Source: an optimization exercise on an open RTL-to-GDS flow (aim: a short achievable clock period and few clock cycles). Production flows keep margins and buffers that such runs may drop.
Only simulation tests tie the RTL to the original design; equivalence was not proved.
Power and IR drop assume default switching activity.

== v8 ==
## weird64
module weird64 (
    input  wire        clk,
    input  wire        rst,
    input  wire        bus_valid,
    input  wire        bus_write,
    input  wire [7:0]  bus_addr,
    input  wire [2:0]  bus_size,
    input  wire [31:0] bus_wdata,
    output reg  [31:0] bus_rdata,
    output wire        bus_err,
    output wire        irq
);
export LEC_CHECK = 0
export CAP_MARGIN = 20
export CORE_MARGIN = 2
export CORE_UTILIZATION = 38
export SLEW_MARGIN = 20
create_clock -name core_clock -period 15.0 [get_ports {clk}]
standard.sh (not shown) runs the stock make flow with config.mk's settings and CLKGATE_MAP_FILE= SYNTH_SCRIPT=/design/flow/synth_recipe.tcl, a recipe that flattens the netlist after the stock synthesis.
==> flow/flow/run.sh <==
#!/bin/bash
set -euo pipefail
bash standard.sh SETUP_SLACK_MARGIN=7.5 finish > standard_flow.log 2>&1
v8 | stages: all done | timing, DRC, antenna: all pass
Testbench counts of v8, summed over its fixed seeds: cycles 46,516.
> inputs changed (v8 -> v28)
Settings: CORE_UTILIZATION now 55, was 38.
Findings:
- Diff v8 -> v28: number of resized instances in the post-cts repair step down about 2%; simple-gate portion of the synthesized area flat; starting density of the core up 17 points; last weighted congestion value of the routability-driven placer up 0.20; setup fix buffers added after clock tree synthesis down 11.
- Comparing v28 and v8, the lower overall die height is on v28.
- Delta (v28 minus v8): number of sinks driven by the clock tree essentially unchanged, number of placement rows went down by 17%.
- v28 did not run to completion, as it errored out during global routing (5_1_grt).

weird64 again, from the RTL that the note above started with.
## weird64
module weird64 (
    input  wire        clk,
    input  wire        rst,
    input  wire        bus_valid,
    input  wire        bus_write,
    input  wire [7:0]  bus_addr,
    input  wire [2:0]  bus_size,
    input  wire [31:0] bus_wdata,
    output reg  [31:0] bus_rdata,
    output wire        bus_err,
    output wire        irq
);
    localparam [1:0] CMD_ENC = 2'd1, CMD_DEC = 2'd2, CMD_CFG = 2'd3, CMD_ILL = 2'd0;
    integer i, j;
    function [7:0] fold;
        input [7:0] b;
        fold = {b[7:6], b[5] & ~(b[7:5] == 3'b011 && b[4:0] != 5'd0 &&
                                !(b[4] & b[3] & (b[2] | (b[1] & b[0])))), b[4:0]};
    endfunction
    function [5:0] canon_idx;
        input [7:0] c;
        begin
            case (c)
                8'h30: canon_idx = {1'b1, 5'd0};
                8'h31: canon_idx = {1'b1, 5'd1};
                8'h32: canon_idx = {1'b1, 5'd2};
                8'h33: canon_idx = {1'b1, 5'd3};
                8'h34: canon_idx = {1'b1, 5'd4};
                8'h35: canon_idx = {1'b1, 5'd5};
                8'h36: canon_idx = {1'b1, 5'd6};
                8'h37: canon_idx = {1'b1, 5'd7};
                8'h38: canon_idx = {1'b1, 5'd8};
                8'h39: canon_idx = {1'b1, 5'd9};
                8'h41: canon_idx = {1'b1, 5'd10};
                8'h42: canon_idx = {1'b1, 5'd11};
                8'h43: canon_idx = {1'b1, 5'd12};
                8'h44: canon_idx = {1'b1, 5'd13};
                8'h45: canon_idx = {1'b1, 5'd14};
                8'h46: canon_idx = {1'b1, 5'd15};
                8'h47: canon_idx = {1'b1, 5'd16};
                8'h48: canon_idx = {1'b1, 5'd17};
                8'h4A: canon_idx = {1'b1, 5'd18};
                8'h4B: canon_idx = {1'b1, 5'd19};
                8'h4D: canon_idx = {1'b1, 5'd20};
                8'h4E: canon_idx = {1'b1, 5'd21};
                8'h50: canon_idx = {1'b1, 5'd22};
                8'h51: canon_idx = {1'b1, 5'd23};
                8'h52: canon_idx = {1'b1, 5'd24};
                8'h53: canon_idx = {1'b1, 5'd25};
  ...
Settings: LEC_CHECK=0, CAP_MARGIN=20, CORE_MARGIN=2, CORE_UTILIZATION=30, SLEW_MARGIN=20; clock period 15.0 ns.
Scripts as last shown in full above: flow/flow/run.sh
Testbench counts at the start, summed over its fixed seeds: cycles 46,516.
Edit:
- CAP_MARGIN: 20 -> 25
- CORE_UTILIZATION: 30 -> 35
- SLEW_MARGIN: 20 -> 35
Outcome: Power rises slightly. Critical path depth stays the same. Sequential cell count stays the same. Routed wire length rises by a few percent. Final area rises slightly. Global-route usage rises by 9.4 points. Synthesized area does not change.

[separate check: timing with driven ports]
The flow's constraints put no driver on any port. The routed layouts listed below were extracted and timed again, unchanged, in two steps.
Step 1: set_driving_cell puts a clkbuf_16 on clk and a buf_2 on each other input, an assumption about the parent block.
Step 2 times the ports against the registers' clock, not the clock port: input delays grow and output delays shrink by t, the midpoint of the rising clock arrivals with the driver on.
Three values: no drivers, after step 1, after step 2; two values: the first two.
run | t, ns | setup WS [ns] | worst register clock-pin slew, ns
v8 | 1.011 | 6.420 / 6.365 / 6.365 | 0.08 / 0.08
the first run of note 2 | 1.028 | 6.133 / 6.024 / 6.024 | 0.08 / 0.08
the second run of note 2 | 1.034 | 6.378 / 6.325 / 6.325 | 0.07 / 0.07
After both steps setup and hold are still met in every run listed. The setup slack of the first run of note 2, which loses most, moves by -0.109 ns with the drivers and by -0.109 ns with both steps.
